Context: an optimization exercise on an open-source flow, tuned for small area, a short achievable clock period and few clock cycles. The choices shown serve that exercise and are no tape-out recipe. At most, simulation tests tie the RTL to the original design; equivalence was not proved. No functional check of the RTL was part of runs 1 to 3 and 5. No activity file was given, so power comes from the tool's default toggle rates.

==> flow/design.v <==
module pm25_codec (
    input  wire         clk,
    input  wire         rst,         
    input  wire         req_valid,
    input  wire [31:0]  req_word,
    input  wire [5:0]   req_nops,    
    input  wire [255:0] req_ops,     
    output wire         busy,
    input  wire         rx_valid,
    input  wire [1:0]   rx_kind,     
    input  wire [7:0]   rx_byte,
    output wire         rx_ready,
    output reg  [2:0]   st,
    output reg  [1:0]   rop,
    output wire [7:0]   nrx,
    output reg          len_vld,
    output wire [15:0]  lenf_r,
    output reg          lmatch,
    output reg          csc_vld,
    output wire [15:0]  csc,
    output reg          csr_vld,
    output reg  [15:0]  csr,
    output wire [5:0]   flen,
    output wire [255:0] fbuf,
    output reg          cbuf_vld,
    output wire [55:0]  cbuf
);
    localparam [2:0] ST_OK      = 3'd0,
                     ST_TIMEOUT = 3'd1,
                     ST_LENMIS  = 3'd2,
                     ST_CSUM    = 3'd3,
                     ST_TERR    = 3'd4,
                     ST_ILLEGAL = 3'd6,
                     ST_NONE    = 3'd7;
    reg         s_h0, s_h1, s_lh, s_ll, s_bd;    
    reg         s_en;                            
    reg         s_vs, s_vc;                      
    reg         busy_r;      
    reg         busy_o;      
    reg         busy_n;      
    reg         rxr;         
    reg         pol;         
    reg  [5:0]  tg;          
    reg  [5:0]  em4;         
    reg         tl;          
    reg         lastr;       
    reg  [5:0]  idx;         
    reg         fsy;         
    reg         fsyn;        
    reg  [6:0]  cnt;         
    reg  [12:0] acc;         
    reg         cscz;        
    reg  [239:0] fb;         
    reg  [23:0] cbd;         
    reg  [9:0]  cck;         
    reg         cv1, cv0;    
    reg  [223:0] vsr;        
    reg  [3:0]  vm;          
    reg         vl;          
    reg  [8:0]  s01, s23;    
    assign busy     = busy_o;
    assign rx_ready = rxr;
    assign nrx      = {busy_n, cnt};
    assign flen     = idx;
    assign csc      = {cscz, cscz, cscz, acc};
    assign fbuf[7:0]    = {fsyn, fsy, fsyn, fsyn, fsyn, fsyn, fsy, fsyn};   
    assign fbuf[15:8]   = {fsyn, fsy, fsyn, fsyn, fsy, fsy, fsyn, fsy};     
    assign fbuf[255:16] = fb;
    assign lenf_r = {fb[7:0], fb[15:8]};
    assign cbuf[7:0]   = {cv0, cv1, cv0, cv0, cv0, cv0, cv1, cv0};         
    assign cbuf[15:8]  = {cv0, cv1, cv0, cv0, cv1, cv1, cv0, cv1};         
    assign cbuf[39:16] = cbd;
    assign cbuf[47:40] = {cv0, cv0, cv0, cv0, cv0, cv0, cck[9:8]};
    assign cbuf[55:48] = cck[7:0];
    wire [3:0]  w_op    = req_word[3:0];
    wire [7:0]  w_arg8  = req_word[15:8];
    wire [15:0] w_arg16 = req_word[31:16];
    wire a_le32  = (w_arg8[7:6] == 2'b00) && (!w_arg8[5] || (w_arg8[4:0] == 5'd0));
    wire a_ge6   = (w_arg8[7:3] != 5'd0) || (w_arg8[2:1] == 2'b11);
    wire a_ge2   = (w_arg8[7:1] != 7'd0);
    wire a_le6   = (w_arg8[7:3] == 5'd0) && (w_arg8[2:0] <= 3'd6);
    wire sync_ok = (w_op == 4'h1) && (req_word[7:5] == 3'b000) &&
                   (w_arg16 == 16'h0000) && a_ge6 && a_le32;
    wire enc_ok  = (w_op == 4'h2) && (req_word[7:4] == 4'h0);
    wire ver_ok  = (w_op == 4'h3) && (req_word[7:4] == 4'h0) &&
                   (w_arg16 == 16'h0000) && a_ge2 && a_le32 &&
                   ({2'b00, req_nops} == w_arg8);
    wire [9:0]  enc_sum = 10'h08F + {2'b00, cbd[7:0]} + {2'b00, cbd[15:8]} +
                          {2'b00, cbd[23:16]};
    wire take = req_valid && !busy_r;
    wire        rv    = rx_valid;
    wire        fire  = rx_valid && rxr;
    wire        isb   = (rx_kind == 2'd0);
    wire        istmo = (rx_kind == 2'd1);
    wire        b42   = (rx_byte == 8'h42);
    wire        b4d   = (rx_byte == 8'h4D);
    wire        bz    = (rx_byte == 8'h00);
    wire        at2e  = (cnt == {tg, 1'b0});    
    wire        at2e1 = (cnt == {tg, 1'b1});    
    wire        hunt  = s_h0 || s_h1;
    wire        stor  = s_lh || s_ll || s_bd;   
    wire        hi0   = (fb[7:0] == 8'h00);
    wire        lm    = hi0 && (rx_byte == {2'b00, em4});
    reg         blt;
    integer     k;
    always @(*) begin
        blt = 1'b0;
        for (k = 0; k < 6; k = k + 1)
            blt = (!rx_byte[k] && em4[k]) || (!(rx_byte[k] ^ em4[k]) && blt);
    end
    wire        lless = hi0 && (rx_byte[7:6] == 2'b00) && blt;
    wire [5:0]  tbody = tl ? (fb[13:8] + 6'd4) : tg;
    wire        ckhi  = (acc[12:8] == csr[4:0]) && (csr[7:5] == 3'd0);
    wire        ckok  = ckhi && (rx_byte == acc[7:0]);
    wire        h0end = !b42 && at2e;                        
    wire        h1end = !b4d && (at2e1 || (!b42 && at2e));   
    wire        llgo  = pol ? !(hi0 && bz) : lm;             
    wire        lastl = pol && hi0 && bz;                    
    wire        tmo   = (s_h0 && h0end) || (s_h1 && h1end);
    wire        lmis  = s_ll && !pol && !lm;
    wire        ckend = (s_ll && lastl) || (s_bd && lastr);
    wire        bend  = tmo || (s_ll && !llgo) || (s_bd && lastr);
    wire        sdone = !isb || bend;                        
    wire [2:0]  sst   = !isb  ? (istmo ? ST_TIMEOUT : ST_TERR) :
                        tmo   ? ST_TIMEOUT :
                        lmis  ? ST_LENMIS :
                        ckok  ? ST_OK : ST_CSUM;
    wire [5:0]  n   = w_arg8[5:0];
    wire [7:0]  u0  = (n >= 6'd3) ? req_ops[7:0]   : 8'd0;
    wire [7:0]  u1  = (n >= 6'd4) ? req_ops[15:8]  : 8'd0;
    wire [7:0]  u2  = (n >= 6'd5) ? req_ops[23:16] : 8'd0;
    wire [7:0]  u3  = (n >= 6'd6) ? req_ops[31:24] : 8'd0;
    reg  [15:0] ucsr;
    always @(*) begin
        case (n[2:0])
            3'd2:    ucsr = {req_ops[7:0],   req_ops[15:8]};
            3'd3:    ucsr = {req_ops[15:8],  req_ops[23:16]};
            3'd4:    ucsr = {req_ops[23:16], req_ops[31:24]};
            3'd5:    ucsr = {req_ops[31:24], req_ops[39:32]};
            default: ucsr = {req_ops[39:32], req_ops[47:40]};
        endcase
    end
    wire [7:0]  v0 = vm[0] ? vsr[7:0]   : 8'd0;
    wire [7:0]  v1 = vm[1] ? vsr[15:8]  : 8'd0;
    wire [7:0]  v2 = vm[2] ? vsr[23:16] : 8'd0;
    wire [7:0]  v3 = vm[3] ? vsr[31:24] : 8'd0;
    wire [12:0] vacc = acc + {4'd0, s01} + {4'd0, s23};
    wire [15:0] q1 = {3'd0, acc}, q2 = {7'd0, s01}, q3 = {7'd0, s23};
    wire [15:0] qs = q1 ^ q2 ^ q3;
    wire [15:0] qc = {(q1[14:0] & q2[14:0]) | (q1[14:0] & q3[14:0]) | (q2[14:0] & q3[14:0]), 1'b0};
    wire [15:0] qneed = qs ^ qc ^ csr;
    wire [15:0] qgen  = (qs & qc) | ((qs | qc) & ~csr);
    wire        veq   = (qneed == {qgen[14:0], 1'b0});
    reg  [15:0] vcsr;
    always @(*) begin
        case (em4[2:0])
            3'd2:    vcsr = {vsr[7:0],   vsr[15:8]};
            3'd3:    vcsr = {vsr[15:8],  vsr[23:16]};
            3'd4:    vcsr = {vsr[23:16], vsr[31:24]};
            3'd5:    vcsr = {vsr[31:24], vsr[39:32]};
            default: vcsr = {vsr[39:32], vsr[47:40]};
        endcase
    end
    always @(posedge clk) begin
        if (rst) begin
            {s_h0, s_h1, s_lh, s_ll, s_bd, s_en, s_vs, s_vc} <= 8'd0;
            busy_r   <= 1'b0;
            busy_o   <= 1'b0;
            busy_n   <= 1'b0;
            rxr      <= 1'b0;
            st       <= ST_NONE;
            rop      <= 2'd0;
            cnt      <= 7'd0;
            idx      <= 6'd0;
            fsy      <= 1'b0;
            fsyn     <= 1'b1;
            len_vld  <= 1'b0;
            csc_vld  <= 1'b0;
            cscz     <= 1'b1;
            csr_vld  <= 1'b0;
            cbuf_vld <= 1'b0;
            cv1      <= 1'b0;
            cv0      <= 1'b1;
        end else if (!busy_r) begin
            if (req_valid) begin
                len_vld <= 1'b0;
                csc_vld <= 1'b0;
                cscz    <= 1'b1;
                csr_vld <= 1'b0;
                cnt     <= 7'd0;
                s_h0    <= sync_ok;
                s_en    <= enc_ok;
                s_vs    <= ver_ok && !a_le6;
                s_vc    <= ver_ok && a_le6;
                rop     <= sync_ok ? 2'd1 : enc_ok ? 2'd2 : ver_ok ? 2'd3 : 2'd0;
                if (enc_ok)
                    st  <= ST_OK;
                rxr     <= sync_ok;
                busy_r  <= sync_ok || enc_ok || ver_ok;
                busy_o  <= sync_ok || enc_ok || ver_ok;
                busy_n  <= sync_ok || enc_ok || ver_ok;
                if (sync_ok) begin
                    idx  <= 6'd0;
                    fsy  <= 1'b0;
                    fsyn <= 1'b1;
                end
                if (!(sync_ok || enc_ok || ver_ok))
                    st  <= ST_ILLEGAL;
            end
        end else if (rxr) begin
            if (rv) begin
                cnt  <= cnt + 7'd1;
                s_h0 <= isb && (s_h0 ? (!b42 && !at2e) :
                                s_h1 && !b4d && !b42 && !at2e1 && !at2e);
                s_h1 <= isb && (s_h0 ? b42 : s_h1 && b42 && !at2e1);
                s_lh <= isb && s_h1 && b4d;
                s_ll <= isb && s_lh;
                s_bd <= isb && (s_ll ? llgo : s_bd && !lastr);
                if (sdone) begin
                    busy_r <= 1'b0;
                    busy_o <= 1'b0;
                    busy_n <= 1'b0;
                    rxr    <= 1'b0;
                    st     <= sst;
                end
                if (isb && s_ll)
                    len_vld <= 1'b1;
                if (isb && ckend) begin
                    csc_vld <= 1'b1;
                    cscz    <= 1'b0;
                    csr_vld <= 1'b1;
                end
                if (isb && stor)
                    idx <= idx + 6'd1;
                if (isb && s_h1 && b4d) begin
                    idx  <= 6'd2;
                    fsy  <= 1'b1;
                    fsyn <= 1'b0;
                end
            end
        end else if (s_en) begin
            s_en     <= 1'b0;
            busy_r   <= 1'b0;
            busy_o   <= 1'b0;
            busy_n   <= 1'b0;
            cbuf_vld <= 1'b1;
            cv1      <= 1'b1;
            cv0      <= 1'b0;
            csc_vld  <= 1'b1;
            cscz     <= 1'b0;
        end else if (s_vs) begin
            if (vl) begin
                s_vs <= 1'b0;
                s_vc <= 1'b1;
            end
        end else begin
            s_vc    <= 1'b0;
            busy_r  <= 1'b0;
            busy_o  <= 1'b0;
            busy_n  <= 1'b0;
            csc_vld <= 1'b1;
            cscz    <= 1'b0;
            csr_vld <= 1'b1;
            st      <= veq ? ST_OK : ST_CSUM;
        end
    end
    always @(posedge clk) begin
        if (!busy_r) begin
            if (req_valid) begin
                tg  <= w_arg8[5:0];
                em4 <= w_arg8[5:0] - 6'd4;
                pol <= req_word[4];
                acc <= 13'd0;
                s01 <= {1'b0, u0} + {1'b0, u1};
                s23 <= {1'b0, u2} + {1'b0, u3};
                csr <= ucsr;
                vm  <= {n >= 6'd10, n >= 6'd9, n >= 6'd8, n >= 6'd7};
                vl  <= (n <= 6'd10);
            end
        end else if (rxr) begin
            if (rv) begin
                csr <= {csr[7:0], rx_byte};
                if (hunt)
                    acc <= 13'h042;
                else if (stor && !(s_bd && lastr))
                    acc <= acc + {5'd0, csr[7:0]};
                if (s_ll) begin
                    tl     <= pol && lless;
                    lastr  <= pol && hi0 && (rx_byte == 8'h01);
                    lmatch <= lm;
                end
                if (s_bd)
                    lastr <= (idx + 6'd2 == tbody);
            end
            if (s_bd)
                tg <= tbody;
        end else if (s_en) begin
            acc <= {3'd0, enc_sum};
        end else begin
            em4 <= em4 - 6'd4;
            acc <= vacc;
            s01 <= {1'b0, v0} + {1'b0, v1};
            s23 <= {1'b0, v2} + {1'b0, v3};
            vm  <= {em4 >= 6'd10, em4 >= 6'd9, em4 >= 6'd8, em4 >= 6'd7};
            vl  <= (em4 <= 6'd10);
            if (s_vs)
                csr <= vcsr;
        end
    end
    always @(posedge clk) begin
        if (take && enc_ok)
            cbd <= {w_arg16[7:0], w_arg16[15:8], w_arg8};
        if (s_en)
            cck <= enc_sum;
    end
    genvar g;
    generate
        for (g = 2; g < 32; g = g + 1) begin : g_fb
            always @(posedge clk)
                if (stor && idx[4:0] == g)
                    fb[8*g-9:8*g-16] <= rx_byte;
        end
    endgenerate
    always @(posedge clk) begin
        vsr[223:192] <= req_ops[255:224];
        if (s_vs)
            vsr[191:0] <= vsr[223:32];
        else
            vsr[191:0] <= req_ops[223:32];
    end
endmodule
==> flow/flow/run.sh <==
#!/bin/bash
set -euo pipefail
export BUFFER_PORTS_ARGS="-buffer_cell sky130_fd_sc_hd__buf_1"
export SETUP_SLACK_MARGIN=6.6
bash standard.sh > standard.log 2>&1
==> flow/standard.sh <==
#!/bin/bash
# synth_recipe.tcl (not shown) runs the flow's synth.tcl, then flattens the netlist and writes it again
# the make line also repeats each setting of config.mk as NAME=value (left out here)
make -C /OpenROAD-flow-scripts/flow DESIGN_CONFIG=/design/flow/config.mk WORK_HOME=/design/flow/orfs CLKGATE_MAP_FILE= SYNTH_SCRIPT=/design/flow/synth_recipe.tcl "${@:-finish}"
==> flow/config.mk <==
export PLATFORM = sky130hd
export DESIGN_NAME = pm25_codec
export DESIGN_NICKNAME = pm25_codec
export VERILOG_FILES = /design/flow/design.v
export SDC_FILE = /design/flow/constraint.sdc
export NUM_CORES = 4
export LEC_CHECK = 0
export CAP_MARGIN = 35
export CORE_MARGIN = 2
export CORE_UTILIZATION = 50
export CTS_BUF_LIST = sky130_fd_sc_hd__clkbuf_4 sky130_fd_sc_hd__clkbuf_8
export CTS_CLUSTER_SIZE = 20
export SLEW_MARGIN = 20
==> flow/constraint.sdc <==
create_clock -name core_clock -period 10.0 [get_ports {clk}]
set_input_delay 2.0000 -clock core_clock [delete_from_list [all_inputs] [get_ports {clk}]]
set_output_delay 2.0000 -clock core_clock [all_outputs]
set_load 0.01 [all_outputs]
==> impl_metrics.toml, run 1 <==
[critical_path]
crit_path_start_kind = "input port"
crit_top_cell = "ha_4"
slowest_delay_ns = 0.33
critPathSlowestCell = "a2111oi_2"
cp-end-kind = "flip-flop"
crit_path_max_fanout = 4
timing.rr.start = "acc[3]"
path_class = "input port to flip-flop"
crit_start = "req_word[10]"
cp_data_required_time_ns = 10.43
cp_cell_sequence = "clkbuf_16, buf_12, clkinv_8, ha_4, nand2_4, a21o_4, buf_4, and2_1, ha_4, a21oi_2, o21bai_4, a2111oi_2, nor3_1, xnor2_1, mux2i_1"
critPathArrivalTime_ns = 4.30

[sta]
maxSlewHeadroom_pct = 39.8
tns_ns = 0
setup_viol = 0
hold_viol_final = 0
min_period_ns = 3.86
worst_pin_slew_ns = 0.903
rsz0062_at_grt = "yes"
slew_viol_final = 0
final.period_utilization_pct = 38.6
fmax_mhz = 259
fin_skew_ns = 0.0406

[pwr]
clockPowerShare_pct = 40.8
switching_share_pct = 25.0
switchingPower_mw = 1.45
powerDensity_nw_per_um2 = 172
leakage_nw = 12.7
max-vdd-ir-drop_v = 0.000140
p_int_mw = 4.36
p_comb_share_pct = 12.2
seq_power_share_pct = 47.0

[detailed_routing]
ant_nets = 0
drtIter0Drc = 1271
wl_microns = 89800
remaining_drc_errors = 0
first_pass_iters = 5
avgRoutedWirePerCell_microns = 24.5
vias = 20100
viasPerCell = 5.49

[synthesis]
synthArstFlopShare_pct = 0
synthFlopType = "edfxtp_1"
synthTopCellsByArea = "edfxtp_1 (38%), dfxtp_1 (19%), mux2_2 (8.2%)"
yosysTopAreaCell = "edfxtp_1"
syn_avg_cell_area_sq_um = 12.7
yosys.area.top_type_share_pct = 38.4
syn_area_sq_um = 26700
ys_seq_area_share_pct = 57.9
synth_cell_types = 80
ys.warnings.count = 1
ys_seq_elements = 602
synth_nets = 2542
synth_edf_count = 342
synth_cells = 2108

[clock_tree]
cts_max_level = 3
cts_sinks = 602
clock_path_buffers = 3
cts_tree = "built"
path_clk_slew_ns = 0.07
clk_latency_ns = 0.71
cts_inserted_buffers = 99
cts-root-buf = "clkbuf_8"

[run_status]
outcome = "timing/DRC/antenna clean"

[floorplanning]
start_util_pct = 50.8
core_area_sq_um = 52700
ios = 694
fp.dieW_microns = 235
rows = 84
die_area_sq_um = 55300
fp.dieH_microns = 235

[job]
drv_cap = 0

[layout]
multi_input_area_sq_um = 10600
fin_util_pct = 64.0
final.fill_count = 4282
fin_nets = 3328
register_area_sq_um = 15500
drive_gt1_share_pct = 21.8
area_delta_synth_final_pct = 26.0

[place]
place.gp.congestion = 0.914
port_buffers = 693
hpwl_microns = 63100

[grt]
grt_pass1_vias = 19700
grtUsageTotal_pct = 30.9
grt_first_pass_wirelength_microns = 127000
antenna_found_initial = 4
grt_max_degree = 79
grt_overflow_total = 0

[min_path]
min_from = "vsr[68]"
hp-class = "flip-flop to flip-flop"
[metal layers]
metal / up-vias / wire length, microns / GRT usage (%)
met4: 6 / 3730 / 12.6
li1: 9183 / - / -
met5: - / 40 / 0
met1: 9821 / 35200 / 37.9
met2: 939 / 44200 / 52.8
met3: 196 / 6530 / 6.89
[Yosys cell counts, types with 4 or more instances]
cell       count
a31oi_1        5
dfxtp_1      260
clkbuf_1      63
ha_1          94
xnor2_1       58
nand3_1       27
mux2_2       195
clkbuf_8       4
o21bai_1       7
buf_2          7
nand2b_1      14
nand4_1       12
edfxtp_1     342
a2111oi_0      5
buf_4         58
a32oi_1        4
xor2_1        32
a21oi_1      100
a21o_1        18
nor2b_1       23
nor3_1        33
o21a_1         9
and2_1        59
nor2_1       145
a211oi_1      46
mux2i_1       90
a21boi_0       4
o31a_1         5
or3_1          7
o22ai_1       19
and3_1         8
buf_1          8
nor4b_1        8
o21ai_0       67
inv_1         85
or2_2          5
nand2_1       78
nor4_1        17
fa_1          32
[power by group through the flow]
stage,combinational [mW],sequential [mW],clock (mW)
after CTS,0.660,2.73,2.41
after floorplan,0.402,2.77,0
after detailed placement,0.599,2.79,0
after global placement,0.590,2.79,0
after global routing,0.763,2.74,2.52
final,0.706,2.73,2.37
[repair_timing]
action	CTS	global route
setup endpoints to repair	134	64
pin swaps	32	22
setup buffers	55	32
hold buffers	0	0
cloned	7	6
gates resized for setup	97	53
[cells by family after synthesis]
group	Yosys count	share of synthesized area [%]
AO/OA/AOI/OAI	321	7.68
buffers and inverters	227	4.19
adder cells (fa/ha/maj)	126	6.80
XOR/XNOR	90	2.95
AND/OR/NAND/NOR	457	8.90
multiplexers	285	11.6
flip-flops	602	57.9
[final timing paths]
kind,end,slack (ns),cells past startpoint
min reg2reg,vsr[36],0.43,1
min,vsr[36],0.43,1
max,s01[7],6.14,15
max reg2reg,st[0],6.69,10
[cell usage in the layout, fill, tap and decap left out, drive strengths merged, types with 78 or more instances in the layout]
cell    netlist  final
clkbuf       67    171
dfxtp       260    260
a21oi       100    100
mux2        195    195
mux2i        90     90
ha           94     94
buf          73    794
edfxtp      342    342
nand2        78     78
inv          86     88
nor2        145    145
[through the flow]
step           power (mW)  std cells  hold slack, ns  setup WS, ns  cell area [sq um]
5_1_grt              6.02       3666           0.458          6.05              33700
3_3_place_gp         3.38       3370           0.436          4.92              29800
6_report             5.81       3668           0.431          6.14              33700
4_1_cts              5.80       3619           0.444          6.19              33000
3_5_place_dp         3.39       3372           0.438          4.84              29800
2_1_floorplan        3.17       2108           0.433          5.60              27100
[sequential cells by signal, summed over array words and instances (netlist names), 6 cells and up]
register,flops
tg,6
s23,9
em4,6
idx,6
vsr,224
cck,10
cnt,7
csr,16
acc,13
fb,240
s01,9
cbd,24
[worst max-delay path: cells and delay by family]
kind,cells,cell delay [ns]
compound gates,4,0.83
buf+inv,4,0.44
fa+ha+maj,2,0.37
simple gates,3,0.37
xor+xnor,1,0.17
mux,1,0.09
[final cells by class]
| cell class | count | share of cell area [%] |
|---|---|---|
| Sequential cell | 602 | 46.1 |
| Multi-Input combinational cell | 1279 | 31.4 |
| Timing Repair Buffer | 825 | 12.3 |
| Clock buffer | 147 | 5.47 |
| Tap cell | 688 | 2.56 |
| Clock inverter | 38 | 1.09 |
| Inverter | 87 | 1.03 |
| Antenna cell | 2 | 0.0149 |
==> run 2: changes to the inputs <==
--- a/flow/design.v
+++ b/flow/design.v
@@ -54,7 +54,7 @@
     reg  [23:0] cbd;         
     reg  [9:0]  cck;         
     reg         cv1, cv0;    
-    reg  [223:0] vsr;        
+    reg  [255:0] vsr;        
     reg  [3:0]  vm;          
     reg         vl;          
     reg  [8:0]  s01, s23;    
@@ -78,7 +78,6 @@
     wire a_le32  = (w_arg8[7:6] == 2'b00) && (!w_arg8[5] || (w_arg8[4:0] == 5'd0));
     wire a_ge6   = (w_arg8[7:3] != 5'd0) || (w_arg8[2:1] == 2'b11);
     wire a_ge2   = (w_arg8[7:1] != 7'd0);
-    wire a_le6   = (w_arg8[7:3] == 5'd0) && (w_arg8[2:0] <= 3'd6);
     wire sync_ok = (w_op == 4'h1) && (req_word[7:5] == 3'b000) &&
                    (w_arg16 == 16'h0000) && a_ge6 && a_le32;
     wire enc_ok  = (w_op == 4'h2) && (req_word[7:4] == 4'h0);
@@ -125,21 +124,6 @@
                         tmo   ? ST_TIMEOUT :
                         lmis  ? ST_LENMIS :
                         ckok  ? ST_OK : ST_CSUM;
-    wire [5:0]  n   = w_arg8[5:0];
-    wire [7:0]  u0  = (n >= 6'd3) ? req_ops[7:0]   : 8'd0;
-    wire [7:0]  u1  = (n >= 6'd4) ? req_ops[15:8]  : 8'd0;
-    wire [7:0]  u2  = (n >= 6'd5) ? req_ops[23:16] : 8'd0;
-    wire [7:0]  u3  = (n >= 6'd6) ? req_ops[31:24] : 8'd0;
-    reg  [15:0] ucsr;
-    always @(*) begin
-        case (n[2:0])
-            3'd2:    ucsr = {req_ops[7:0],   req_ops[15:8]};
-            3'd3:    ucsr = {req_ops[15:8],  req_ops[23:16]};
-            3'd4:    ucsr = {req_ops[23:16], req_ops[31:24]};
-            3'd5:    ucsr = {req_ops[31:24], req_ops[39:32]};
-            default: ucsr = {req_ops[39:32], req_ops[47:40]};
-        endcase
-    end
     wire [7:0]  v0 = vm[0] ? vsr[7:0]   : 8'd0;
     wire [7:0]  v1 = vm[1] ? vsr[15:8]  : 8'd0;
     wire [7:0]  v2 = vm[2] ? vsr[23:16] : 8'd0;
@@ -153,7 +137,7 @@
     wire        veq   = (qneed == {qgen[14:0], 1'b0});
     reg  [15:0] vcsr;
     always @(*) begin
-        case (em4[2:0])
+        case (tg[2:0])
             3'd2:    vcsr = {vsr[7:0],   vsr[15:8]};
             3'd3:    vcsr = {vsr[15:8],  vsr[23:16]};
             3'd4:    vcsr = {vsr[23:16], vsr[31:24]};
@@ -190,11 +174,7 @@
                 cnt     <= 7'd0;
                 s_h0    <= sync_ok;
                 s_en    <= enc_ok;
-                s_vs    <= ver_ok && !a_le6;
-                s_vc    <= ver_ok && a_le6;
-                rop     <= sync_ok ? 2'd1 : enc_ok ? 2'd2 : ver_ok ? 2'd3 : 2'd0;
-                if (enc_ok)
-                    st  <= ST_OK;
+                s_vs    <= ver_ok;
                 rxr     <= sync_ok;
                 busy_r  <= sync_ok || enc_ok || ver_ok;
                 busy_o  <= sync_ok || enc_ok || ver_ok;
@@ -204,8 +184,10 @@
                     fsy  <= 1'b0;
                     fsyn <= 1'b1;
                 end
-                if (!(sync_ok || enc_ok || ver_ok))
+                if (!(sync_ok || enc_ok || ver_ok)) begin
                     st  <= ST_ILLEGAL;
+                    rop <= 2'd0;
+                end
             end
         end else if (rxr) begin
             if (rv) begin
@@ -222,6 +204,7 @@
                     busy_n <= 1'b0;
                     rxr    <= 1'b0;
                     st     <= sst;
+                    rop    <= 2'd1;
                 end
                 if (isb && s_ll)
                     len_vld <= 1'b1;
@@ -248,6 +231,8 @@
             cv0      <= 1'b0;
             csc_vld  <= 1'b1;
             cscz     <= 1'b0;
+            st       <= ST_OK;
+            rop      <= 2'd2;
         end else if (s_vs) begin
             if (vl) begin
                 s_vs <= 1'b0;
@@ -262,21 +247,16 @@
             cscz    <= 1'b0;
             csr_vld <= 1'b1;
             st      <= veq ? ST_OK : ST_CSUM;
+            rop     <= 2'd3;
         end
     end
     always @(posedge clk) begin
         if (!busy_r) begin
-            if (req_valid) begin
-                tg  <= w_arg8[5:0];
-                em4 <= w_arg8[5:0] - 6'd4;
-                pol <= req_word[4];
+            tg  <= w_arg8[5:0];
+            em4 <= w_arg8[5:0] - 6'd4;
+            pol <= req_word[4];
+            if (req_valid)
                 acc <= 13'd0;
-                s01 <= {1'b0, u0} + {1'b0, u1};
-                s23 <= {1'b0, u2} + {1'b0, u3};
-                csr <= ucsr;
-                vm  <= {n >= 6'd10, n >= 6'd9, n >= 6'd8, n >= 6'd7};
-                vl  <= (n <= 6'd10);
-            end
         end else if (rxr) begin
             if (rv) begin
                 csr <= {csr[7:0], rx_byte};
@@ -297,17 +277,25 @@
         end else if (s_en) begin
             acc <= {3'd0, enc_sum};
         end else begin
-            em4 <= em4 - 6'd4;
+            tg  <= tg - 6'd4;
             acc <= vacc;
-            s01 <= {1'b0, v0} + {1'b0, v1};
-            s23 <= {1'b0, v2} + {1'b0, v3};
-            vm  <= {em4 >= 6'd10, em4 >= 6'd9, em4 >= 6'd8, em4 >= 6'd7};
-            vl  <= (em4 <= 6'd10);
             if (s_vs)
                 csr <= vcsr;
         end
     end
     always @(posedge clk) begin
+        s01 <= s_vs ? {1'b0, v0} + {1'b0, v1} : 9'd0;
+        s23 <= s_vs ? {1'b0, v2} + {1'b0, v3} : 9'd0;
+        if (busy_r) begin
+            vm <= {tg >= 6'd10, tg >= 6'd9, tg >= 6'd8, tg >= 6'd7};
+            vl <= (tg <= 6'd10);
+        end else begin
+            vm <= {w_arg8[5:0] >= 6'd6, w_arg8[5:0] >= 6'd5,
+                   w_arg8[5:0] >= 6'd4, w_arg8[5:0] >= 6'd3};
+            vl <= (w_arg8[5:0] <= 6'd6);
+        end
+    end
+    always @(posedge clk) begin
         if (take && enc_ok)
             cbd <= {w_arg16[7:0], w_arg16[15:8], w_arg8};
         if (s_en)
@@ -322,10 +310,10 @@
         end
     endgenerate
     always @(posedge clk) begin
-        vsr[223:192] <= req_ops[255:224];
+        vsr[255:224] <= req_ops[255:224];
         if (s_vs)
-            vsr[191:0] <= vsr[223:32];
+            vsr[223:0] <= vsr[255:32];
         else
-            vsr[191:0] <= req_ops[223:32];
+            vsr[223:0] <= req_ops[223:0];
     end
 endmodule
--- a/flow/config.mk
+++ b/flow/config.mk
@@ -8,6 +8,5 @@
 export CAP_MARGIN = 35
 export CORE_MARGIN = 2
 export CORE_UTILIZATION = 50
-export CTS_BUF_LIST = sky130_fd_sc_hd__clkbuf_4 sky130_fd_sc_hd__clkbuf_8
-export CTS_CLUSTER_SIZE = 20
+export CTS_BUF_LIST = sky130_fd_sc_hd__clkbuf_8
 export SLEW_MARGIN = 20
==> run 2 against run 1 <==
Compared with the run above: flip-flop and latch count up 32; count of clock-buffer cells in the layout is 30 lower; sequential power grew 3%; clock skew decreased by 0.0075 ns; setup slack better by 0.23 ns; die area fell by 4.2%; sequential share of layout area increased by 4.1 points; register-to-register slack better by 0.07 ns; non-clock buffer count shrank 41; via count fell by 9.8%; global-route usage down 0.85 points.
==> impl_metrics.toml, run 2 <==
[synthesis]
synthFlopType = "edfxtp_1"
synth_nets = 2322
synth_common_cells = "edfxtp_1 (319), dfxtp_1 (315), mux2_2 (226)"
ys_seq_elements = 634
synth_cell_types = 70
ys_seq_area_share_pct = 62.1
synthTopCellsByArea = "edfxtp_1 (37%), dfxtp_1 (25%), mux2_2 (9.9%)"
syn_avg_cell_area_sq_um = 13.4
yosys.area.top_type_share_pct = 37.4
synthArstFlopShare_pct = 0
synth_cells = 1908
ys.warnings.count = 1
syn_area_sq_um = 25600
synth_edf_count = 319
yosysTopAreaCell = "edfxtp_1"
synth.most_common_cell = "edfxtp_1"

[critical_path]
critical-path-top-delay-family = "simple AND/OR/NAND/NOR gates"
rr_endpoint = "acc[7]"
critPathSlowestCell = "or4b_4"
critPathArrivalTime_ns = 4.22
cp-end-kind = "flip-flop"
r2r_slack_ns = 6.76
path_class = "input port to flip-flop"
cp_cell_sequence = "buf_8, buf_12, or4b_4, or4_4, or3_4, o211ai_4, a21bo_4, buf_4, nor3b_2, a211o_1"
crit_path_start_kind = "input port"
crit_path_max_fanout = 4
timing.rr.start = "cbd[9]"
slowest_delay_ns = 0.51
path_buf_inv = 3
crit_start = "rx_byte[5]"
reg2reg_depth = 14
cp_data_required_time_ns = 10.59

[pwr]
leakage_nw = 12.0
powerDensity_nw_per_um2 = 170
max-vdd-ir-drop_v = 0.000132

[min_path]
min_from = "vsr[64]"
hold_end = "vsr[32]"
hold_depth = 1
hp-class = "flip-flop to flip-flop"

[sta]
rsz0062_at_grt = "yes"
fmax_mhz = 276
final.period_utilization_pct = 36.3
maxSlewHeadroom_pct = 31.4
slew_viol_final = 0
setup_viol = 0
worst_pin_slew_ns = 1.02
hold_viol_final = 0
tns_ns = 0
hold-worst-slack_ns = 0.440
fin_skew_ns = 0.0331
min_period_ns = 3.63

[grt]
grt_first_pass_wirelength_microns = 116000
antenna_found_initial = 12
grt_pass1_vias = 17900
grt_max_degree = 71
grtUsageTotal_pct = 30.1
grt_overflow_total = 0

[clock_tree]
cts_inserted_buffers = 102
path_clk_slew_ns = 0.07
ctsHoldBuffers = 0
cts_max_level = 3
clock_path_buffers = 3
cts-root-buf = "clkbuf_8"
cts_tree = "built"
clk_latency_ns = 0.71
cts_sinks = 634

[detailed_routing]
remaining_drc_errors = 0
first_pass_iters = 5
ant_nets = 0
avgRoutedWirePerCell_microns = 24.0
wl_microns = 82500
drtIter0Drc = 1137
vias = 18200
viasPerCell = 5.29

[place]
port_buffers = 693
hpwl_microns = 59900
place.gp.congestion = 0.933

[layout]
final.fill_count = 4088
multi_input_area_sq_um = 8870
top_register = "vsr"
register_area_sq_um = 15900
drive_gt1_share_pct = 20.2
area_delta_synth_final_pct = 24.0
largest_reg_flops = 256
final_cell_mix = "buf_1 (659), edfxtp_1 (319), dfxtp_1 (300)"
reg.largest.list = "vsr x256, fb x240, cbd x24"
fin_nets = 3081
mostFrequentLayoutCell = "buf_1"

[floorplanning]
fp.dieW_microns = 230
core_area_sq_um = 50400
ios = 694
die_area_sq_um = 53000
rows = 82
fp.dieH_microns = 230
start_util_pct = 50.8

[run_status]
outcome = "timing/DRC/antenna clean"

[job]
drv_cap = 0
==> run 2: cell type report <==
type	count	share of cell area, %
flip-flops and latches	634	50.2
multi-input cells	1060	28.0
repair buffers	784	11.6
clock buffers	117	5.08
well taps	672	2.65
clock inverters	72	1.46
inverters	85	1.02
diodes	10	0.0789
==> run 2: through the flow <==
stage	area (sq um)	util, %	power [mW]	setup WS [ns]	cells
after detailed placement	28600	56.7	3.16	5.10	3165
after global placement	28600	56.7	3.15	5.20	3163
after CTS	31300	62.2	5.42	6.36	3399
after floorplan	25700	-	3.03	5.94	1908
after global routing	31700	63.0	5.59	6.37	3430
final	31700	63.0	5.39	6.37	3434
==> run 2: where the power goes <==
part           internal [mW]  switching (mW)  leakage, nW  total, mW
sequential              2.79          0.0284         5.55       2.82
combinational          0.156           0.173         5.22      0.329
clock                   1.20            1.04         1.19       2.25
total                   4.15            1.24         12.0       5.39
==> run 2: metal layers <==
metal  vias up  part of all wire (%)  GRT usage (%)  wire length, microns
met4         8                   3.4           11.8                  2770
met3       157                   8.4           7.91                  6900
met1      8764                    38           36.0                 31600
li1       8343                     -              -                     -
met2       894                    50           51.6                 41100
met5         -                 0.067              0                    55
==> run 2: worst max-delay path by stage <==
stage          endpoint  slack (ns)  cells after the start
3_5_place_dp      st[0]        5.10                      9
2_1_floorplan     st[0]        5.94                      8
4_1_cts           st[0]        6.36                      9
6_report          st[0]        6.37                     10
5_1_grt          busy_o        6.37                     10
3_3_place_gp      st[0]        5.20                      9
==> run 2: worst register-to-register path: cells and delay by family, from the launching register on <==
family	cells	cell delay (ns)
fa+ha+maj	4	1.28
compound gates	4	0.61
flops	1	0.43
simple gates	2	0.28
buf+inv	3	0.23
xor+xnor	1	0.17
==> run 2: kinds of logic (layout without fill, tap and decap cells) <==
kind of cell,count (synthesis),after routing,synth area share [%]
flip-flops,634,634,62.1
buffers and inverters,215,1058,4.05
AO/OA/AOI/OAI,234,235,5.92
multiplexers,263,263,11.4
other,0,10,0
XOR/XNOR,88,88,3.01
adder cells (fa/ha/maj),106,106,6.06
AND/OR/NAND/NOR,368,368,7.48
==> run 2: timing repair <==
item,in CTS,in global routing
setup buffers,40,22
gates cloned,5,3
endpoints found under the setup margin,102,32
gates resized for setup,74,52
pin swaps,7,25
==> run 3: changes to the inputs <==
--- a/flow/config.mk
+++ b/flow/config.mk
@@ -5,6 +5,7 @@
 export SDC_FILE = /design/flow/constraint.sdc
 export NUM_CORES = 4
 export LEC_CHECK = 0
+export ABC_AREA = 1
 export CAP_MARGIN = 35
 export CORE_MARGIN = 2
 export CORE_UTILIZATION = 50
==> run 3 against run 2 <==
Compared with the run above: setup slack better by 0.20 ns; synthesized cell count rose by 42%; highest routed layer unchanged; maximum frequency up 5.7%; still clean on timing, DRC and antenna; non-clock buffer count down 21.
==> impl_metrics.toml, run 3 <==
[synthesis]
synthArstFlopShare_pct = 0
synth_common_cells = "nand2_1 (1012), edfxtp_1 (319), dfxtp_1 (315)"
yosys.area.top_type_share_pct = 36.8
ys_seq_elements = 634
synth_cell_types = 53
ys_seq_area_share_pct = 61.1
synthTopCellsByArea = "edfxtp_1 (37%), dfxtp_1 (24%), nand2_1 (15%)"
ys.warnings.count = 1
synth_edf_count = 319
yosysTopAreaCell = "edfxtp_1"
synthFlopType = "edfxtp_1"
syn_avg_cell_area_sq_um = 9.59
synth.most_common_cell = "nand2_1"
synth_nets = 3126
synth_cells = 2712
syn_area_sq_um = 26000

[place]
placed_area_sq_um = 28900
port_buffers = 693
place.gp.congestion = 0.948
hpwl_microns = 64200

[detailed_routing]
avgRoutedWirePerCell_microns = 20.3
viasPerCell = 5.10
drtIter0Drc = 1542
vias = 21500
remaining_drc_errors = 0
ant_nets = 0
wl_microns = 85500
first_pass_iters = 5

[layout]
mostFrequentLayoutCell = "nand2_1"
final.fill_count = 4597
top_register = "vsr"
largest_reg_flops = 256
fin_nets = 3856
drive_gt1_share_pct = 8.84
final_cell_mix = "nand2_1 (1011), buf_1 (649), edfxtp_1 (319)"
final_cell_area_sq_um = 31800
reg.largest.list = "vsr x256, fb x240, cbd x24"
area_delta_synth_final_pct = 22.3

[pwr]
max-vdd-ir-drop_v = 0.000140
leakage_nw = 13.8
powerDensity_nw_per_um2 = 175
total_power_mw = 5.57

[grt]
grt_max_degree = 99
grtUsageTotal_pct = 31.2
grt_pass1_vias = 20600
antenna_found_initial = 12
grt_first_pass_wirelength_microns = 124000
grt_overflow_total = 0

[sta]
rsz0062_at_grt = "yes"
tns_ns = 0
setup_viol = 0
hold_viol_final = 0
fmax_mhz = 292
min_period_ns = 3.43
fin_skew_ns = 0.0370
slew_viol_final = 0
maxSlewHeadroom_pct = 37.6
hold-worst-slack_ns = 0.414
worst_pin_slew_ns = 0.933
final.period_utilization_pct = 34.3

[clock_tree]
cts_inserted_buffers = 102
path_clk_slew_ns = 0.07
clock_path_buffers = 3
clk_latency_ns = 0.72
cts_tree = "built"
cts_max_level = 3
ctsHoldBuffers = 0
cts_sinks = 634
cts-root-buf = "clkbuf_8"

[floorplanning]
core_area_sq_um = 51400
fp.dieW_microns = 232
start_util_pct = 50.6
die_area_sq_um = 53900
fp.dieH_microns = 232
rows = 83
ios = 694

[critical_path]
crit_path_max_fanout = 2
slowest_delay_ns = 0.52
path_class = "flip-flop to primary output"
crit_path_start_kind = "flip-flop"
cp_cell_sequence = "buf_1"
cp-end-kind = "primary output"
critical-path-top-delay-family = "flip-flops"
path_buf_inv = 1
critPathSlowestCell = "edfxtp_1"
cp_data_required_time_ns = 8.00
critPathArrivalTime_ns = 1.43

[job]
drv_cap = 0

[run_status]
outcome = "timing/DRC/antenna clean"

[min_path]
hp-class = "flip-flop to flip-flop"
run 3: cell count changes after synthesis, moves of 23 or more:
cell,previous run,this run
nand2_1,70,1012
mux2_2,226,0
inv_1,84,227
nor2_1,89,177
nand3_1,19,74
and2_1,55,1
xnor2_1,51,11
mux2i_1,37,0
o21ai_0,41,77
a211oi_1,26,0
a21oi_1,69,92
run 3: layer usage:
metal | global-route usage [%] | vias up | routed length, microns
met1 | 36.5 | 10200 | 32400
met5 | 0 | - | 21
met4 | 14.1 | 4 | 3550
met2 | 54.6 | 928 | 43200
met3 | 6.85 | 163 | 6390
li1 | - | 10200 | -
run 3: final timing paths:
path	from	to	slack, ns	cells past startpoint
max	csr[5]	csr[5]	6.57	1
min	vsr[179]	vsr[147]	0.41	2
max reg2reg	cbd[1]	acc[9]	6.64	13
min reg2reg	vsr[179]	vsr[147]	0.41	2
run 3: power breakdown:
| part | total (mW) | internal [mW] | switching [mW] |
|---|---|---|---|
| clock network | 2.28 | 1.23 | 1.05 |
| logic | 0.419 | 0.155 | 0.263 |
| registers | 2.88 | 2.82 | 0.0525 |
run 3: cells by family (layout without fill, tap and decap cells):
group,after synthesis,after routing,synth area share [%]
and+or+nand+nor,1321,1321,20.2
xor gates and xnor gates,29,29,0.976
DFF,634,634,61.1
adders and majority gates,106,106,5.96
buffers and inverters,374,1190,6.32
AOI/OAI and AO/OA,248,248,5.48
other,0,10,0
run 3: what timing repair did:
item                                    4_1_cts  5_1_grt
pin swaps                                     0        1
buffers inserted                             31       11
gates cloned                                  0        2
endpoints found under the setup margin      104       46
resized for setup                            79       28
run 3: through the flow:
step | cells | setup WS (ns) | utilization [%]
final | 4218 | 6.57 | 61.9
after global routing | 4215 | 6.54 | 61.9
after CTS | 4189 | 6.52 | 61.2
after detailed placement | 3968 | 5.59 | 56.3
after global placement | 3964 | 5.64 | 56.1
after floorplan | 2712 | 6.66 | -
run 3: final cells by class:
cell class                 instances  area [sq um]  share of cell area [%]
antenna                           10          25.0                  0.0787
clock buffer                     120          1650                    5.19
tap                              680           851                    2.68
multi-input combinational       1704          8510                    26.8
clock inverter                    70           472                    1.48
inverter                         237           898                    2.82
sequential                       634         15900                    50.0
timing repair buffer             763          3480                    10.9
==> run 4: changes to the inputs <==
--- a/flow/design.v
+++ b/flow/design.v
@@ -252,11 +252,17 @@
     end
     always @(posedge clk) begin
         if (!busy_r) begin
-            tg  <= w_arg8[5:0];
-            em4 <= w_arg8[5:0] - 6'd4;
-            pol <= req_word[4];
-            if (req_valid)
+            if (req_valid) begin
+                tg  <= w_arg8[5:0];
+                em4 <= w_arg8[5:0] - 6'd4;
+                pol <= req_word[4];
                 acc <= 13'd0;
+                s01 <= 9'd0;
+                s23 <= 9'd0;
+                vm  <= {w_arg8[5:0] >= 6'd6, w_arg8[5:0] >= 6'd5,
+                        w_arg8[5:0] >= 6'd4, w_arg8[5:0] >= 6'd3};
+                vl  <= (w_arg8[5:0] <= 6'd6);
+            end
         end else if (rxr) begin
             if (rv) begin
                 csr <= {csr[7:0], rx_byte};
@@ -279,23 +285,15 @@
         end else begin
             tg  <= tg - 6'd4;
             acc <= vacc;
+            s01 <= {1'b0, v0} + {1'b0, v1};
+            s23 <= {1'b0, v2} + {1'b0, v3};
+            vm  <= {tg >= 6'd10, tg >= 6'd9, tg >= 6'd8, tg >= 6'd7};
+            vl  <= (tg <= 6'd10);
             if (s_vs)
                 csr <= vcsr;
         end
     end
     always @(posedge clk) begin
-        s01 <= s_vs ? {1'b0, v0} + {1'b0, v1} : 9'd0;
-        s23 <= s_vs ? {1'b0, v2} + {1'b0, v3} : 9'd0;
-        if (busy_r) begin
-            vm <= {tg >= 6'd10, tg >= 6'd9, tg >= 6'd8, tg >= 6'd7};
-            vl <= (tg <= 6'd10);
-        end else begin
-            vm <= {w_arg8[5:0] >= 6'd6, w_arg8[5:0] >= 6'd5,
-                   w_arg8[5:0] >= 6'd4, w_arg8[5:0] >= 6'd3};
-            vl <= (w_arg8[5:0] <= 6'd6);
-        end
-    end
-    always @(posedge clk) begin
         if (take && enc_ok)
             cbd <= {w_arg16[7:0], w_arg16[15:8], w_arg8};
         if (s_en)
==> flow/flow/run.sh (replaced) <==
#!/bin/bash
set -euo pipefail
export BUFFER_PORTS_ARGS="-buffer_cell sky130_fd_sc_hd__buf_1"
export SETUP_SLACK_MARGIN=6.6
platform_dont_use="sky130_fd_sc_hd__probe_p_8 sky130_fd_sc_hd__probec_p_8 sky130_fd_sc_hd__lpflow_bleeder_1 sky130_fd_sc_hd__lpflow_clkbufkapwr_1 sky130_fd_sc_hd__lpflow_clkbufkapwr_16 sky130_fd_sc_hd__lpflow_clkbufkapwr_2 sky130_fd_sc_hd__lpflow_clkbufkapwr_4 sky130_fd_sc_hd__lpflow_clkbufkapwr_8 sky130_fd_sc_hd__lpflow_clkinvkapwr_1 sky130_fd_sc_hd__lpflow_clkinvkapwr_16 sky130_fd_sc_hd__lpflow_clkinvkapwr_2 sky130_fd_sc_hd__lpflow_clkinvkapwr_4 sky130_fd_sc_hd__lpflow_clkinvkapwr_8 sky130_fd_sc_hd__lpflow_decapkapwr_12 sky130_fd_sc_hd__lpflow_decapkapwr_3 sky130_fd_sc_hd__lpflow_decapkapwr_4 sky130_fd_sc_hd__lpflow_decapkapwr_6 sky130_fd_sc_hd__lpflow_decapkapwr_8 sky130_fd_sc_hd__lpflow_inputiso0n_1 sky130_fd_sc_hd__lpflow_inputiso0p_1 sky130_fd_sc_hd__lpflow_inputiso1n_1 sky130_fd_sc_hd__lpflow_inputiso1p_1 sky130_fd_sc_hd__lpflow_inputisolatch_1 sky130_fd_sc_hd__lpflow_isobufsrc_1 sky130_fd_sc_hd__lpflow_isobufsrc_16 sky130_fd_sc_hd__lpflow_isobufsrc_2 sky130_fd_sc_hd__lpflow_isobufsrc_4 sky130_fd_sc_hd__lpflow_isobufsrc_8 sky130_fd_sc_hd__lpflow_isobufsrckapwr_16 sky130_fd_sc_hd__lpflow_lsbuf_lh_hl_isowell_tap_1 sky130_fd_sc_hd__lpflow_lsbuf_lh_hl_isowell_tap_2 sky130_fd_sc_hd__lpflow_lsbuf_lh_hl_isowell_tap_4 sky130_fd_sc_hd__lpflow_lsbuf_lh_isowell_4 sky130_fd_sc_hd__lpflow_lsbuf_lh_isowell_tap_1 sky130_fd_sc_hd__lpflow_lsbuf_lh_isowell_tap_2 sky130_fd_sc_hd__lpflow_lsbuf_lh_isowell_tap_4"
slow=""
for c in or3 or3b or4 or4b or4bb; do
  for d in 1 2 4; do slow="$slow sky130_fd_sc_hd__${c}_${d}"; done
done
bash standard.sh "DONT_USE_CELLS=$platform_dont_use$slow" finish > standard.log 2>&1
--- a/flow/config.mk
+++ b/flow/config.mk
@@ -5,7 +5,6 @@
 export SDC_FILE = /design/flow/constraint.sdc
 export NUM_CORES = 4
 export LEC_CHECK = 0
-export ABC_AREA = 1
 export CAP_MARGIN = 35
 export CORE_MARGIN = 2
 export CORE_UTILIZATION = 50
==> run 4 against run 3 <==
Compared with the run above: still clean on timing, DRC and antenna; synthesized cell count down 30%; non-clock buffer count rose by 16; count of clock-buffer cells in the layout decreased by 7; die area is 1.0% lower; register-to-register slack improved by 0.09 ns; via count shrank 15%; flip-flop and latch count is the same; worst hold slack better by 0.028 ns; sequential share of layout area rose by 1.0 points; combinational power fell by 13%; highest routed layer unchanged.
==> impl_metrics.toml, run 4 <==
[run_status]
outcome = "timing/DRC/antenna clean"

[detailed_routing]
avgRoutedWirePerCell_microns = 24.7
wl_met1_microns = 32500
viasPerCell = 5.33
ant_nets = 0
wl_met3_microns = 6700
drtIter0Drc = 1280
met2_length_microns = 42200
top_layer = "met5"
vias = 18200
remaining_drc_errors = 0
first_pass_iters = 8
wl_microns = 84100

[floorplanning]
die_area_sq_um = 53300
ios = 694
core_area_sq_um = 51100
start_util_pct = 50.4
fp.dieH_microns = 231
rows = 83
fp.dieW_microns = 231

[sta]
setup_viol = 0
min_period_ns = 3.42
fin_skew_ns = 0.0360
worst_pin_slew_ns = 0.954
hold_viol_final = 0
slew_viol_final = 0
fmax_mhz = 292
tns_ns = 0
rsz0062_at_grt = "yes"
maxSlewHeadroom_pct = 36.2
final.period_utilization_pct = 34.2

[min_path]
min_from = "vsr[75]"
hp-class = "flip-flop to flip-flop"

[pwr]
powerDensity_nw_per_um2 = 167
leakage_nw = 11.7
max-vdd-ir-drop_v = 0.000123

[grt]
grt_max_degree = 168
antenna_found_initial = 16
grtUsageTotal_pct = 30.7
grt_overflow_total = 0
grt_first_pass_wirelength_microns = 120000
grt_pass1_vias = 18300

[synthesis]
synth.mux.area_fraction_pct = 10.0
ys.warnings.count = 1
synthTopCellsByArea = "edfxtp_1 (40%), dfxtp_1 (23%), mux2_2 (9.8%)"
yosysTopAreaCell = "edfxtp_1"
synthArstFlopShare_pct = 0
syn_area_sq_um = 25700
ys_seq_area_share_pct = 62.6
ys_seq_elements = 634
synth_nets = 2304
syn_avg_cell_area_sq_um = 13.6
synthFlopType = "edfxtp_1"
yosys.area.top_type_share_pct = 39.9
synth-simple-area-share_pct = 7.28
synth_edf_count = 342
synth_top_family_by_area = "multiplexers"
synth_xor_area_share_pct = 2.72
synth_fa_ha_area_share_pct = 6.03
synth.most_common_cell = "edfxtp_1"
synth_cell_types = 82
synth-compound-area-share_pct = 7.10
synth_cells = 1890
synth_common_cells = "edfxtp_1 (342), dfxtp_1 (292), mux2_2 (225)"

[place]
dp.cells = 3161
place.gp.congestion = 0.884
hpwl_microns = 60900
port_buffers = 693

[clock_tree]
cts_sinks = 634
ctsHoldBuffers = 0
cts_max_level = 3
path_clk_slew_ns = 0.06
clk_latency_ns = 0.71
cts_tree = "built"
clock_path_buffers = 3
cts_inserted_buffers = 100
cts-root-buf = "clkbuf_8"

[critical_path]
cp_data_required_time_ns = 8.00
slowest_delay_ns = 0.52
critPathArrivalTime_ns = 1.42
critPathSlowestCell = "edfxtp_1"
cp-end-kind = "primary output"
path_buf_inv = 1
rr_endpoint = "acc[11]"
path_class = "flip-flop to primary output"
reg2reg_depth = 11
setup.worst_path.end = "csr[1]"
crit_path_max_fanout = 2
crit_start = "csr[1]"
timing.rr.start = "acc[1]"
critical-path-top-delay-family = "flip-flops"
r2r_slack_ns = 6.73
crit_path_start_kind = "flip-flop"
cp_cell_sequence = "buf_6"
cp.depth = 1

[layout]
mostFrequentLayoutCell = "buf_1"
top_register = "vsr"
reg.largest.list = "vsr x256, fb x240, cbd x24"
final_cell_mix = "buf_1 (662), edfxtp_1 (342), dfxtp_1 (273)"
fin_nets = 3055
drive_gt1_share_pct = 20.2
largest_reg_flops = 256
instances_no_fill = 3410
area_delta_synth_final_pct = 22.9

[job]
drv_cap = 0
-- run 4: per-stage QoR --
step | setup slack, ns | cell area, sq um | utilization (%) | power [mW] | hold slack [ns]
6_report | 6.58 | 31600 | 61.9 | 5.27 | 0.441
3_3_place_gp | 5.45 | 28700 | 56.2 | 3.21 | 0.438
4_1_cts | 6.54 | 31200 | 61.2 | 5.30 | 0.447
3_5_place_dp | 5.32 | 28700 | 56.3 | 3.22 | 0.438
2_1_floorplan | 6.38 | 25800 | - | 3.07 | 0.433
5_1_grt | 6.54 | 31600 | 61.9 | 5.46 | 0.459
-- run 4: worst min-delay path by stage --
stage / to / slack [ns] / cells past startpoint
6_report: vsr[43] / 0.44 / 1
4_1_cts: vsr[43] / 0.45 / 1
3_5_place_dp: vsr[176] / 0.44 / 1
3_3_place_gp: vsr[122] / 0.44 / 1
2_1_floorplan: vsr[100] / 0.43 / 1
5_1_grt: vsr[139] / 0.46 / 1
-- run 4: cells by family after synthesis --
logic type,Yosys count
flip-flops,634
multiplexers,229
AO/OA/AOI/OAI,263
adder cells (fa/ha/maj),106
buffers and inverters,220
XOR/XNOR,80
AND/OR/NAND/NOR,358
-- run 4: repair_timing --
action / CTS / global route
gates cloned: 5 / 1
gates resized for setup: 61 / 62
buffers inserted: 39 / 8
pin swaps: 1 / 14
setup endpoints to repair: 109 / 31
-- run 4: metal layers --
layer | track usage, % | vias up
met5 | 0 | -
met4 | 10.8 | 16
met3 | 7.58 | 145
met2 | 53.3 | 846
met1 | 37.2 | 8839
li1 | - | 8327
-- run 4: final cells by class --
cell class,count,area (sq um)
timing repair buffer,779,3610
multi-input combinational,1036,8770
fill,4238,19500
clock buffer,113,1560
inverter,90,364
tap,680,851
sequential,634,16200
clock inverter,66,309
antenna,12,30.0
-- run 4: power breakdown --
part	switching, mW	total [mW]	internal (mW)
Sequential	0.0297	2.84	2.81
Combinational	0.194	0.365	0.170
Clock	1.01	2.07	1.06
Testbench counts of run 4, summed over its fixed seeds: cycles 28,075.
==> run 5: changes to the inputs <==
--- a/flow/design.v
+++ b/flow/design.v
@@ -92,8 +92,6 @@
     wire        isb   = (rx_kind == 2'd0);
     wire        istmo = (rx_kind == 2'd1);
     wire        b42   = (rx_byte == 8'h42);
-    wire        b4d   = (rx_byte == 8'h4D);
-    wire        bz    = (rx_byte == 8'h00);
     wire        at2e  = (cnt == {tg, 1'b0});    
     wire        at2e1 = (cnt == {tg, 1'b1});    
     wire        hunt  = s_h0 || s_h1;
@@ -110,20 +108,20 @@
     wire        lless = hi0 && (rx_byte[7:6] == 2'b00) && blt;
     wire [5:0]  tbody = tl ? (fb[13:8] + 6'd4) : tg;
     wire        ckhi  = (acc[12:8] == csr[4:0]) && (csr[7:5] == 3'd0);
-    wire        ckok  = ckhi && (rx_byte == acc[7:0]);
-    wire        h0end = !b42 && at2e;                        
-    wire        h1end = !b4d && (at2e1 || (!b42 && at2e));   
-    wire        llgo  = pol ? !(hi0 && bz) : lm;             
-    wire        lastl = pol && hi0 && bz;                    
-    wire        tmo   = (s_h0 && h0end) || (s_h1 && h1end);
-    wire        lmis  = s_ll && !pol && !lm;
-    wire        ckend = (s_ll && lastl) || (s_bd && lastr);
-    wire        bend  = tmo || (s_ll && !llgo) || (s_bd && lastr);
+    wire [7:0]  cmpv  = s_h0 ? 8'h42 : s_h1 ? 8'h4D :
+                        s_ll ? (pol ? 8'h00 : {2'b00, em4}) : acc[7:0];
+    wire        beq   = (rx_byte == cmpv);
+    wire        e1    = (s_ll && (pol ? hi0 : !hi0)) || (s_bd && lastr);
+    wire        e0    = (s_h0 && at2e) || (s_h1 && (at2e1 || (!b42 && at2e))) ||
+                        (s_ll && !pol) || (s_bd && lastr);
+    wire        ck0   = ckhi && (acc[7:0] == 8'h00);    
+    wire [2:0]  sv1   = s_ll ? (pol ? (ck0 ? ST_OK : ST_CSUM) : ST_LENMIS) :
+                        (ckhi ? ST_OK : ST_CSUM);
+    wire [2:0]  sv0   = (s_h0 || s_h1) ? ST_TIMEOUT : s_ll ? ST_LENMIS : ST_CSUM;
+    wire        bend  = beq ? e1 : e0;
     wire        sdone = !isb || bend;                        
-    wire [2:0]  sst   = !isb  ? (istmo ? ST_TIMEOUT : ST_TERR) :
-                        tmo   ? ST_TIMEOUT :
-                        lmis  ? ST_LENMIS :
-                        ckok  ? ST_OK : ST_CSUM;
+    wire [2:0]  sst   = !isb ? (istmo ? ST_TIMEOUT : ST_TERR) : (beq ? sv1 : sv0);
+    wire        ckend = (s_ll && pol && hi0 && beq) || (s_bd && lastr);
     wire [7:0]  v0 = vm[0] ? vsr[7:0]   : 8'd0;
     wire [7:0]  v1 = vm[1] ? vsr[15:8]  : 8'd0;
     wire [7:0]  v2 = vm[2] ? vsr[23:16] : 8'd0;
@@ -175,6 +173,9 @@
                 s_h0    <= sync_ok;
                 s_en    <= enc_ok;
                 s_vs    <= ver_ok;
+                rop     <= sync_ok ? 2'd1 : enc_ok ? 2'd2 : ver_ok ? 2'd3 : 2'd0;
+                if (enc_ok)
+                    st  <= ST_OK;
                 rxr     <= sync_ok;
                 busy_r  <= sync_ok || enc_ok || ver_ok;
                 busy_o  <= sync_ok || enc_ok || ver_ok;
@@ -184,27 +185,24 @@
                     fsy  <= 1'b0;
                     fsyn <= 1'b1;
                 end
-                if (!(sync_ok || enc_ok || ver_ok)) begin
+                if (!(sync_ok || enc_ok || ver_ok))
                     st  <= ST_ILLEGAL;
-                    rop <= 2'd0;
-                end
             end
         end else if (rxr) begin
             if (rv) begin
                 cnt  <= cnt + 7'd1;
-                s_h0 <= isb && (s_h0 ? (!b42 && !at2e) :
-                                s_h1 && !b4d && !b42 && !at2e1 && !at2e);
-                s_h1 <= isb && (s_h0 ? b42 : s_h1 && b42 && !at2e1);
-                s_lh <= isb && s_h1 && b4d;
+                s_h0 <= isb && (s_h0 ? (!beq && !at2e) :
+                                s_h1 && !beq && !b42 && !at2e1 && !at2e);
+                s_h1 <= isb && (s_h0 ? beq : s_h1 && b42 && !at2e1);
+                s_lh <= isb && s_h1 && beq;
                 s_ll <= isb && s_lh;
-                s_bd <= isb && (s_ll ? llgo : s_bd && !lastr);
+                s_bd <= isb && (s_ll ? !bend : s_bd && !lastr);
                 if (sdone) begin
                     busy_r <= 1'b0;
                     busy_o <= 1'b0;
                     busy_n <= 1'b0;
                     rxr    <= 1'b0;
                     st     <= sst;
-                    rop    <= 2'd1;
                 end
                 if (isb && s_ll)
                     len_vld <= 1'b1;
@@ -215,7 +213,7 @@
                 end
                 if (isb && stor)
                     idx <= idx + 6'd1;
-                if (isb && s_h1 && b4d) begin
+                if (isb && s_h1 && beq) begin
                     idx  <= 6'd2;
                     fsy  <= 1'b1;
                     fsyn <= 1'b0;
@@ -231,8 +229,6 @@
             cv0      <= 1'b0;
             csc_vld  <= 1'b1;
             cscz     <= 1'b0;
-            st       <= ST_OK;
-            rop      <= 2'd2;
         end else if (s_vs) begin
             if (vl) begin
                 s_vs <= 1'b0;
@@ -247,7 +243,6 @@
             cscz    <= 1'b0;
             csr_vld <= 1'b1;
             st      <= veq ? ST_OK : ST_CSUM;
-            rop     <= 2'd3;
         end
     end
     always @(posedge clk) begin
==> flow/flow/run.sh (replaced) <==
#!/bin/bash
set -euo pipefail
export BUFFER_PORTS_ARGS="-buffer_cell sky130_fd_sc_hd__buf_1"
export SETUP_SLACK_MARGIN=6.6
bash standard.sh > standard.log 2>&1
==> run 5 against run 4 <==
Compared with the run above: largest cell class unchanged; clock skew is 0.0067 ns lower; largest power group unchanged; critical path type is now input port to flip-flop; worst hold slack better by 0.0014 ns; critical path depth up 10; setup slack got worse by 0.29 ns.
==> impl_metrics.toml, run 5 <==
[run_status]
outcome = "timing/DRC/antenna clean"

[clock_tree]
path_clk_slew_ns = 0.06
ctsHoldBuffers = 0
cts_max_level = 3
clk_latency_ns = 0.71
cts-root-buf = "clkbuf_8"
cts_tree = "built"
cts_sinks = 634
clock_path_buffers = 3
cts_inserted_buffers = 101

[pwr]
leakage_nw = 12.4
max-vdd-ir-drop_v = 0.000155
powerDensity_nw_per_um2 = 164

[detailed_routing]
first_pass_iters = 5
met2_length_microns = 43300
vias = 19500
avgRoutedWirePerCell_microns = 26.8
wl_met3_microns = 10500
top_layer = "met5"
remaining_drc_errors = 0
wl_met1_microns = 37400
ant_nets = 0
viasPerCell = 5.52
drtIter0Drc = 1699
wl_microns = 94800

[floorplanning]
start_util_pct = 50.6
rows = 83
fp.dieW_microns = 232
fp.dieH_microns = 232
die_area_sq_um = 53900
core_area_sq_um = 51400
ios = 694

[synthesis]
synthArstFlopShare_pct = 0
synth_common_cells = "edfxtp_1 (342), dfxtp_1 (292), mux2_2 (227)"
synth_cell_types = 81
synthFlopType = "edfxtp_1"
synthTopCellsByArea = "edfxtp_1 (39%), dfxtp_1 (22%), mux2_2 (9.8%)"
synth.mux.area_fraction_pct = 11.3
syn_avg_cell_area_sq_um = 13.3
synth_nets = 2367
ys.warnings.count = 1
yosys.area.top_type_share_pct = 39.4
synth_edf_count = 342
synth_top_family_by_area = "multiplexers"
synth.most_common_cell = "edfxtp_1"
synth_fa_ha_area_share_pct = 6.01
syn_area_sq_um = 26000
ys_seq_elements = 634
yosysTopAreaCell = "edfxtp_1"
synth_cells = 1952
synth-simple-area-share_pct = 7.26
ys_seq_area_share_pct = 61.9
synth_xor_area_share_pct = 2.39
synth-compound-area-share_pct = 6.98

[min_path]
min_from = "vsr[83]"
hold_end = "vsr[51]"
hp-class = "flip-flop to flip-flop"
hold_depth = 1

[critical_path]
cp_data_required_time_ns = 10.61
critPathArrivalTime_ns = 4.32
cp-end-kind = "flip-flop"
path_class = "input port to flip-flop"
reg2reg_depth = 14
crit_path_start_kind = "input port"
r2r_slack_ns = 6.64
rr_endpoint = "acc[9]"
crit_path_max_fanout = 4
timing.rr.start = "cbd[11]"

[grt]
grtUsageTotal_pct = 34.3
grt_overflow_total = 0
grt_pass1_vias = 18800
grt_max_degree = 59
antenna_found_initial = 31
grt_first_pass_wirelength_microns = 131000

[place]
placed_area_sq_um = 29100
place.gp.congestion = 0.985
place_ws_ns = 4.94
port_buffers = 693
hpwl_microns = 69600

[layout]
final.fill_count = 4184
mostFrequentLayoutCell = "buf_1"
fin_nets = 3172
final_cell_area_sq_um = 33000
top_register = "vsr"
drive_gt1_share_pct = 23.1
area_delta_synth_final_pct = 26.8
final_cell_mix = "buf_1 (642), edfxtp_1 (342), dfxtp_1 (275)"
fin_util_pct = 64.2
largest_reg_flops = 256
reg.largest.list = "vsr x256, fb x240, cbd x24"

[sta]
setup_viol = 0
fmax_mhz = 270
maxSlewHeadroom_pct = 38.8
hold_viol_final = 0
final.period_utilization_pct = 37.1
tns_ns = 0
min_period_ns = 3.71
worst_pin_slew_ns = 0.908
hold-worst-slack_ns = 0.443
rsz0062_at_grt = "yes"
fin_ws_ns = 6.29
slew_viol_final = 0
fin_skew_ns = 0.0293

[job]
drv_cap = 0
==> run 5: logic make-up after synthesis <==
family                   count (synthesis)
XOR/XNOR                                71
AND/OR/NAND/NOR                        374
AO/OA/AOI/OAI                          277
flip-flops                             634
buffers and inverters                  223
multiplexers                           266
adder cells (fa/ha/maj)                107
==> run 5: area by class of cell <==
cell class                 instances  area (sq um)  area share (%)
sequential                       634         16200            49.0
multi-input combinational       1096          9220            27.9
timing repair buffer             829          4340            13.1
clock buffer                     118          1620            4.92
tap                              680           851            2.58
clock inverter                    71           397            1.20
inverter                          94           370            1.12
antenna                           13          32.5          0.0986
timing repair inverter             1          7.51          0.0227
==> run 5: timing repair <==
item / CTS / global route
setup buffers: 87 / 17
setup endpoints to repair: 153 / 113
cloned: 9 / 0
resized for setup: 169 / 55
pin swaps: 28 / 20
==> run 5: per-layer routing <==
metal | vias up | global-route usage [%]
li1 | 8656 | -
met1 | 9528 | 44.4
met2 | 1111 | 52.8
met3 | 208 | 12.2
met4 | 32 | 13.4
met5 | - | 0
==> run 5: report_power, final <==
part | switching, mW | leakage, nW | internal [mW] | total, mW
registers | 0.0349 | 5.58 | 2.81 | 2.84
logic | 0.213 | 5.68 | 0.180 | 0.393
clock network | 1.05 | 1.19 | 1.14 | 2.19
==> run 5: worst max-delay path by stage <==
stage	from	end	slack, ns
after floorplan	rx_byte[2]	st[1]	5.91
after global placement	rx_byte[6]	st[1]	4.99
after detailed placement	rx_byte[6]	st[1]	4.94
after CTS	rx_byte[5]	st[1]	6.31
after global routing	rx_byte[5]	st[1]	6.26
final	rx_byte[5]	st[1]	6.29
==> run 5: through the flow <==
stage                     total power [mW]  cells
after global routing                  5.59   3529
after CTS                             5.44   3504
after floorplan                       3.08   1952
final                                 5.42   3536
after global placement                3.23   3214
after detailed placement              3.24   3219
==> run 5: worst max-delay path, cell delays in order <==
cell and delay (ns):
buf_12 0.10, buf_12 0.12, or4_4 0.53, or4_4 0.45
o21ai_2 0.14, o21ai_2 0.09, a211oi_2 0.18, buf_4 0.16
a211oi_4 0.07, mux2_4 0.33, a31oi_4 0.14

==> static timing again, ports no longer ideal <==
The flow's constraints put no driver on any port. The routed layouts listed below were extracted and timed again, unchanged, in two steps. Step 1 assumes that a clkbuf_16 drives the clock port and a buf_2 every other input. Step 2 moves the port delays by t, midway between the first and last clock arrival at a register: inputs arrive t later, outputs are due t later. That takes back most of the time a late clock gives input paths. Slacks: no drivers / after step 1 / after step 2; pairs: no drivers / after step 1.
run	shift t [ns]	slack for setup (ns)	worst data-port slew with drivers (ns)	cell pins on the clock port's net
run 1	0.756	6.138 / 6.152 / 5.397	0.10	1
run 2	0.746	6.373 / 6.352 / 5.606	0.13	1
run 3	0.760	6.570 / 6.513 / 5.990	0.11	1
run 4	0.756	6.579 / 6.515 / 5.812	0.15	1
run 5	0.758	6.293 / 6.292 / 5.534	0.26	1
After both steps every run listed still meets setup and hold.
